Context: an optimization exercise on an open-source flow, tuned for small area, a short achievable clock period and few clock cycles. The choices shown serve that exercise and are no tape-out recipe.
No functional check of the RTL was part of this run.

**flow/run.sh**
```bash
#!/bin/bash
# Standard ORFS layout, with repair_timing aiming for extra setup slack.
set -euo pipefail
MARGIN=$(cat flow/margin.txt)
bash standard.sh SETUP_SLACK_MARGIN=$MARGIN finish > make_finish.log 2>&1
```
**flow/margin.txt**
```
10
```
**standard.sh**
```bash
#!/bin/bash
# synth_recipe.tcl (not shown) runs the flow's synth.tcl, then flattens the netlist and writes it again
# the make line also repeats each setting of config.mk as NAME=value (left out here)
make -C /OpenROAD-flow-scripts/flow DESIGN_CONFIG=/design/flow/config.mk WORK_HOME=/design/flow/orfs CLKGATE_MAP_FILE= SYNTH_SCRIPT=/design/flow/synth_recipe.tcl "${@:-finish}"
```
**config.mk**
```make
export PLATFORM = sky130hd
export DESIGN_NAME = montpow32
export DESIGN_NICKNAME = montpow32
export VERILOG_FILES = /design/flow/design.v
export SDC_FILE = /design/flow/constraint.sdc
export NUM_CORES = 4
export LEC_CHECK = 0
export CAP_MARGIN = 20
export CORE_MARGIN = 2
export CORE_UTILIZATION = 60
export PLACE_DENSITY = 0.7
export SLEW_MARGIN = 20
```
**constraint.sdc**
```tcl
create_clock -name core_clock -period 15.0 [get_ports {clk}]
set_input_delay 3.0000 -clock core_clock [delete_from_list [all_inputs] [get_ports {clk}]]
set_output_delay 3.0000 -clock core_clock [all_outputs]
set_load 0.01 [all_outputs]
```
**design.v**
```verilog
module montpow32 (
    input  wire        clk,
    input  wire        rst,       
    input  wire        start,     
    input  wire [1:0]  variant,
    input  wire [31:0] n,
    input  wire [31:0] ninv,
    input  wire [31:0] rmodn,
    input  wire [31:0] base,
    input  wire [31:0] exp,
    output wire        ready,
    output reg         done,
    output wire [31:0] result
);
    localparam integer K  = 4;
    localparam integer NC = 32 / K;
    localparam integer CW = (NC > 16) ? 5 : (NC > 8) ? 4 : (NC > 4) ? 3 : (NC > 2) ? 2 : 1;
    localparam [1:0] S_IDLE = 2'd0,
                     S_MUL  = 2'd1,    
                     S_SQ   = 2'd2,    
                     S_FIN  = 2'd3;    
    reg [1:0]    state;
    reg [CW-1:0] cnt;
    reg          pendm;     
    reg          pendc;     
    reg          fin_cp;    
    reg          ready_q;
    reg          fin_mul;   
    reg          first;     
    reg          qany;      
    reg [1:0]  var_q;
    reg [31:0] n_q;
    reg [31:0] res_q;
    reg [31:0] base_q;
    reg [31:0] k_q;
    reg [32:0] s_q;
    reg [32:0] c_q;
    reg           e_q;       
    reg           init;      
    reg  [K-1:0]  xd;        
    wire [31:0]   xw   = (state == S_SQ) ? base_q : res_q;
    wire [CW-1:0] cnt1 = cnt + 1'b1;
    wire [K-1:0]  xd_cont = xw[cnt1*K +: K];    
    wire [32:0] sg = init ? 33'd0 : s_q;
    wire [32:0] cg = init ? 33'd0 : c_q;
    wire        eg = ~init & e_q;
    reg  [3:0] np;
    always @(*) begin
        case (n_q[3:1])
            3'd0: np = 4'd15;    
            3'd1: np = 4'd5;     
            3'd2: np = 4'd3;     
            3'd3: np = 4'd9;     
            3'd4: np = 4'd7;     
            3'd5: np = 4'd13;    
            3'd6: np = 4'd11;    
            default: np = 4'd1;  
        endcase
    end
    wire [36:0] a0 = xd[0] ? {5'd0, base_q}       : 37'd0;
    wire [36:0] a1 = xd[1] ? {4'd0, base_q, 1'b0} : 37'd0;
    wire [36:0] a2 = xd[2] ? {3'd0, base_q, 2'b0} : 37'd0;
    wire [36:0] a3 = xd[3] ? {2'd0, base_q, 3'b0} : 37'd0;
    wire [3:0]  zl = sg[3:0] + cg[3:0] + {3'd0, eg} + a0[3:0] + a1[3:0] + a2[3:0] + a3[3:0];
    wire [7:0]  qp = zl * np;
    wire [3:0]  qd = qp[3:0];
    wire [36:0] b0 = qd[0] ? {5'd0, n_q}       : 37'd0;
    wire [36:0] b1 = qd[1] ? {4'd0, n_q, 1'b0} : 37'd0;
    wire [36:0] b2 = qd[2] ? {3'd0, n_q, 2'b0} : 37'd0;
    wire [36:0] b3 = qd[3] ? {2'd0, n_q, 3'b0} : 37'd0;
    function automatic [73:0] csa;
        input [36:0] x, y, z;
        reg   [36:0] sm, cy;
        integer i;
        begin
            for (i = 0; i < 37; i = i + 1)
                {cy[i], sm[i]} = {1'b0, x[i]} + {1'b0, y[i]} + {1'b0, z[i]};
            csa = {cy[35:0], 1'b0, sm};
        end
    endfunction
    wire [73:0] t1 = csa({4'd0, sg}, {4'd0, cg}, a0);
    wire [73:0] t2 = csa(a1, a2, a3);
    wire [36:0] t1c = {t1[73:38], eg};
    wire [73:0] t3 = csa(t1[36:0], t1c, t2[36:0]);
    wire [73:0] t4 = csa(t3[36:0], t3[73:37], t2[73:37]);
    wire [73:0] t5 = csa(t4[36:0], t4[73:37], b0);
    wire [73:0] t6 = csa(b1, b2, b3);
    wire [73:0] t7 = csa(t5[36:0], t5[73:37], t6[36:0]);
    wire [73:0] t8 = csa(t7[36:0], t7[73:37], t6[73:37]);
    wire [36:0] vs = t8[36:0];
    wire [36:0] vc = t8[73:37];
    wire        e_nx = |{vs[3:0], vc[3:0]};
    wire [32:0] t  = s_q + c_q + {32'd0, e_q};
    wire [33:0] o  = var_q[1] ? (qany ? 34'd0 : {2'b00, n_q}) : ~{2'b00, n_q};
    wire [33:0] u  = {1'b0, t} + o + {33'd0, ~var_q[1]};
    wire        use_u   = var_q[1] | ~u[33];
    wire [31:0] fin_res = use_u ? u[31:0] : t[31:0];
    assign ready  = ready_q;
    assign result = res_q;
    always @(posedge clk) begin
        s_q  <= vs[36:4];
        c_q  <= vc[36:4];
        e_q  <= e_nx;
        qany <= (init ? 1'b0 : qany) | (|qd);
        init <= 1'b0;
        xd   <= xd_cont;
        if (rst) begin
            state   <= S_IDLE;
            ready_q <= 1'b1;
            done    <= 1'b0;
            pendm   <= 1'b0;
            pendc   <= 1'b0;
            cnt     <= {CW{1'b0}};
        end else begin
            done <= 1'b0;
            case (state)
                S_IDLE: begin
                    var_q  <= variant;
                    n_q    <= n;
                    base_q <= base;
                    res_q  <= rmodn;
                    k_q    <= exp;
                    first  <= 1'b1;
                    pendm  <= 1'b0;
                    pendc  <= 1'b0;
                    cnt    <= {CW{1'b0}};
                    init   <= 1'b1;
                    xd     <= (exp[0] & variant[1]) ? rmodn[K-1:0] : base[K-1:0];
                    if (start) begin
                        if (exp == 32'd0) begin
                            done <= 1'b1;
                        end else begin
                            ready_q <= 1'b0;
                            if (exp[0] & variant[1]) begin
                                state <= S_MUL;
                            end else begin
                                if (exp[0]) begin
                                    first <= 1'b0;
                                    pendc <= 1'b1;
                                end
                                if (exp[31:1] != 31'd0) begin
                                    state <= S_SQ;
                                end else begin
                                    state   <= S_FIN;
                                    fin_mul <= 1'b1;
                                    fin_cp  <= 1'b1;
                                end
                            end
                        end
                    end
                end
                S_MUL: begin
                    cnt <= cnt + 1'b1;
                    if (cnt == NC - 1) begin
                        cnt   <= {CW{1'b0}};
                        first <= 1'b0;
                        if (k_q[31:1] != 31'd0) begin
                            state <= S_SQ;
                            pendm <= 1'b1;
                            init  <= 1'b1;
                            xd    <= base_q[K-1:0];
                        end else begin
                            state   <= S_FIN;
                            fin_mul <= 1'b1;
                            fin_cp  <= 1'b0;
                        end
                    end
                end
                S_SQ: begin
                    if (pendm | pendc)
                        res_q <= pendc ? base_q : fin_res;
                    pendm <= 1'b0;
                    pendc <= 1'b0;
                    cnt <= cnt + 1'b1;
                    if (cnt == NC - 1) begin
                        cnt     <= {CW{1'b0}};
                        state   <= S_FIN;
                        fin_mul <= 1'b0;
                    end
                end
                S_FIN: begin
                    if (fin_mul) begin
                        res_q   <= fin_cp ? base_q : fin_res;
                        done    <= 1'b1;
                        ready_q <= 1'b1;
                        state   <= S_IDLE;
                    end else begin
                        base_q <= fin_res;
                        k_q    <= {1'b0, k_q[31:1]};
                        if (k_q[1] & ~(first & ~var_q[1])) begin
                            state <= S_MUL;
                            init  <= 1'b1;
                            xd    <= res_q[K-1:0];
                        end else begin
                            if (k_q[1]) begin
                                res_q <= fin_res;
                                first <= 1'b0;
                            end
                            if (k_q[31:2] != 30'd0) begin
                                state <= S_SQ;
                                init  <= 1'b1;
                                xd    <= fin_res[K-1:0];
                            end else begin
                                done    <= 1'b1;
                                ready_q <= 1'b1;
                                state   <= S_IDLE;
                            end
                        end
                    end
                end
            endcase
        end
    end
endmodule
```
==> run notes <==
kinds of logic after synthesis:
group,synth area share
DFF,0.263
adders and majority gates,0.302
and+or+nand+nor,0.159
muxes,0.0564
buffers and inverters,0.0633
xor gates and xnor gates,0.0269
AOI/OAI and AO/OA,0.129
worst min-delay path, cell delays in order, from the launching register on:
cell	delay, ps
dfxtp_1	310
nand2_1	50
o211ai_1	80
worst paths after layout:
path           start  endpoint  slack [ps]  cells after the start
max reg2reg    xd[0]   s_q[22]        9250                     22
min reg2reg  ready_q   ready_q         490                      2
max            xd[0]   s_q[22]        9250                     22
min          ready_q   ready_q         490                      2
timing repair:
action	4_1_cts	5_1_grt
setup endpoints to repair	135	134
gates resized for setup	290	100
pin swaps	130	68
buffers inserted	59	29
cloned	11	0
sequential cells by signal, indices dropped and copies added, names as in the netlist, 2 cells and up:
name	cells
cnt	3
n_q	32
c_q	33
state	2
res_q	32
k_q	31
base_q	32
s_q	33
xd	4
through the flow:
step | setup slack, ps | instance area [sq um] | std cells
2_1_floorplan | 9500 | 21300 | 2155
5_1_grt | 9090 | 26900 | 2850
6_report | 9250 | 26900 | 2850
3_3_place_gp | 8410 | 23300 | 2701
3_5_place_dp | 8240 | 23300 | 2701
4_1_cts | 9200 | 26200 | 2821
area by class of cell:
type	count	area (sq um)
sequential	213	5590
fill	2332	7770
inverter	251	942
clock inverter	17	255
timing repair buffer	283	3030
clock buffer	33	718
tap	455	569
multi-input combinational	1598	15800
layout by cell type, fill, tap and decap left out, types with 62 or more instances in the layout:
cell type / n
dfxtp_1: 76
buf_4: 62
nand2_1: 187
inv_1: 225
o21ai_0: 105
and2_1: 131
edfxtp_1: 131
fa_1: 223
nor2_1: 86
ha_1: 81
nor2b_1: 70
a21oi_1: 69
clkdlybuf4s50_1: 165
per-layer routing:
metal	share of wire	vias to the layer above
li1	-	7731
met1	0.38	8846
met2	0.49	841
met3	0.087	177
met4	0.045	0
met5	0	-
==> impl_metrics.ini <==
[status]
status = finished clean

[place]
port_buffers = 165
place_congestion = 0.953
dp_hpwl_um = 45100

[worst_setup_path]
crit_top_cell = ha_4
critPathTopFamily = adder cells
cpMaxStageDelayCell = fa_2
cp_cell_sequence = buf_12 > and2_4 > fa_2 > fa_1 > ha_4 > nor2b_4 > ha_4 > ha_4 > ha_4 > xnor2_4 > xnor2_2 > xnor2_1 > xnor2_1 > xor2_2 > buf_6 > buf_12 > buf_16 > nand2_4 > fa_1 > fa_1 > inv_2 > fa_2
cp-end-kind = flop
cp.required_ps = 15520
cp_data_arrival_time_ps = 6270
slowest_delay_ps = 550
cp-start-kind = flop
critical_path_class = reg2reg
cp.buffers_inverters = 5
crit_fanout = 8

[synth]
yosys.area.top_type = fa_1
yosys.cell_types.count = 82
synthCells = 2155
synth_top_area_share = 0.245
synth_area_leaders = fa_1 25%, edfxtp_1 19%, dfxtp_1 7.8%, ha_1 5.7%, inv_1 4.4%
synth_top_flop_cell = edfxtp_1
synth-seq-cells = 213
async_flop_share = 0
yosysSeqAreaShare = 0.263
yosys.cell_count.top_type = fa_1
syn_area_sq_um = 21200
syn_avg_cell_area_sq_um = 9.82
synth_edf_count = 131
yosys-top-cells-count = 259 x fa_1, 250 x inv_1, 222 x nand2_1, 133 x and2_1, 131 x edfxtp_1
ys_warn_count = 1
synth.net_count = 2675

[clock_network]
cts_hold_buf = 0
clk_path_buf_depth = 3
root_buffer = clkbuf_16
clkTransAtPathRegs_ps = 60
h-tree-depth = 1
clk_latency_ps = 580
numCtsBuffers = 27
cts_tree = yes
cts_num_sinks = 213

[sta]
max_freq_ghz = 0.174
grt_setup_unrepaired = true
setup_viol = 0
fin_crit_sh = 0.384
maxSlewViolCount = 0
fin_skew_ps = 13.1
min_period_ps = 5750
finalHoldViolCount = 0
slew_headroom = 0.255
finalSetupTns_ps = 0
worst_pin_slew_ps = 1120
hold-worst-slack_ps = 492

[floorplanning]
fp.dieH_um = 192
dieWidth_um = 192
core_area_sq_um = 34600
start_util = 0.611
io-pin-count = 199
rows = 68
dieArea_sq_um = 36800

[global_route]
grt_max_degree = 85
grt_overflow = 0
use_met3 = 0.0554
grt_use_total = 0.364
grt_pass1_wl_um = 101000
top_usage_layer = met2
antenna_found_initial = 1
grt_use_met1 = 0.474
grt_pass1_vias = 18100
gr-usage-met2 = 0.611

[finish]
synthToLayoutAreaGrowth_pct = 26.9
drive_above_1_share = 0.203
antenna_cells = 0
fin_util = 0.776
nets = 2894

[route]
drc = 0
dr_total_vias = 17600
antenna_left = 0
first_pass_iters = 6
drt-total-wl_um = 66000
wire_per_inst_um = 23.2
vias_per_cell = 6.17
drt_iter0_drc = 1878

[run]
cap_violations = 0

[hold_path]
min_path_type = reg2reg

afterwards: timing with drivers on the ports:
No port has a modelled driver above. Below, the same layout with a new extraction and two added sets of constraints.
Step 1, drivers: a clkbuf_16 drives clk and a buf_2 each remaining input, both assumed.
Step 2 also shifts input and output timing later by t, the mid clock arrival at the registers, as if the neighbouring blocks saw the same clock.
Slacks: ideal / step 1 / step 2; pairs: ideal / step 1.
t, ns: 0.627
setup slack, ns: 9.245 / 9.245 / 9.245
hold WS [ns]: 0.492 / 0.492 / 0.492
worst setup path after step 2: register to register
worst data-port slew with drivers (ns): 0.07
After both steps this run still meets setup and hold. For this run, drivers alone change the setup slack by 0.000 ns; drivers and shift together by 0.000 ns.
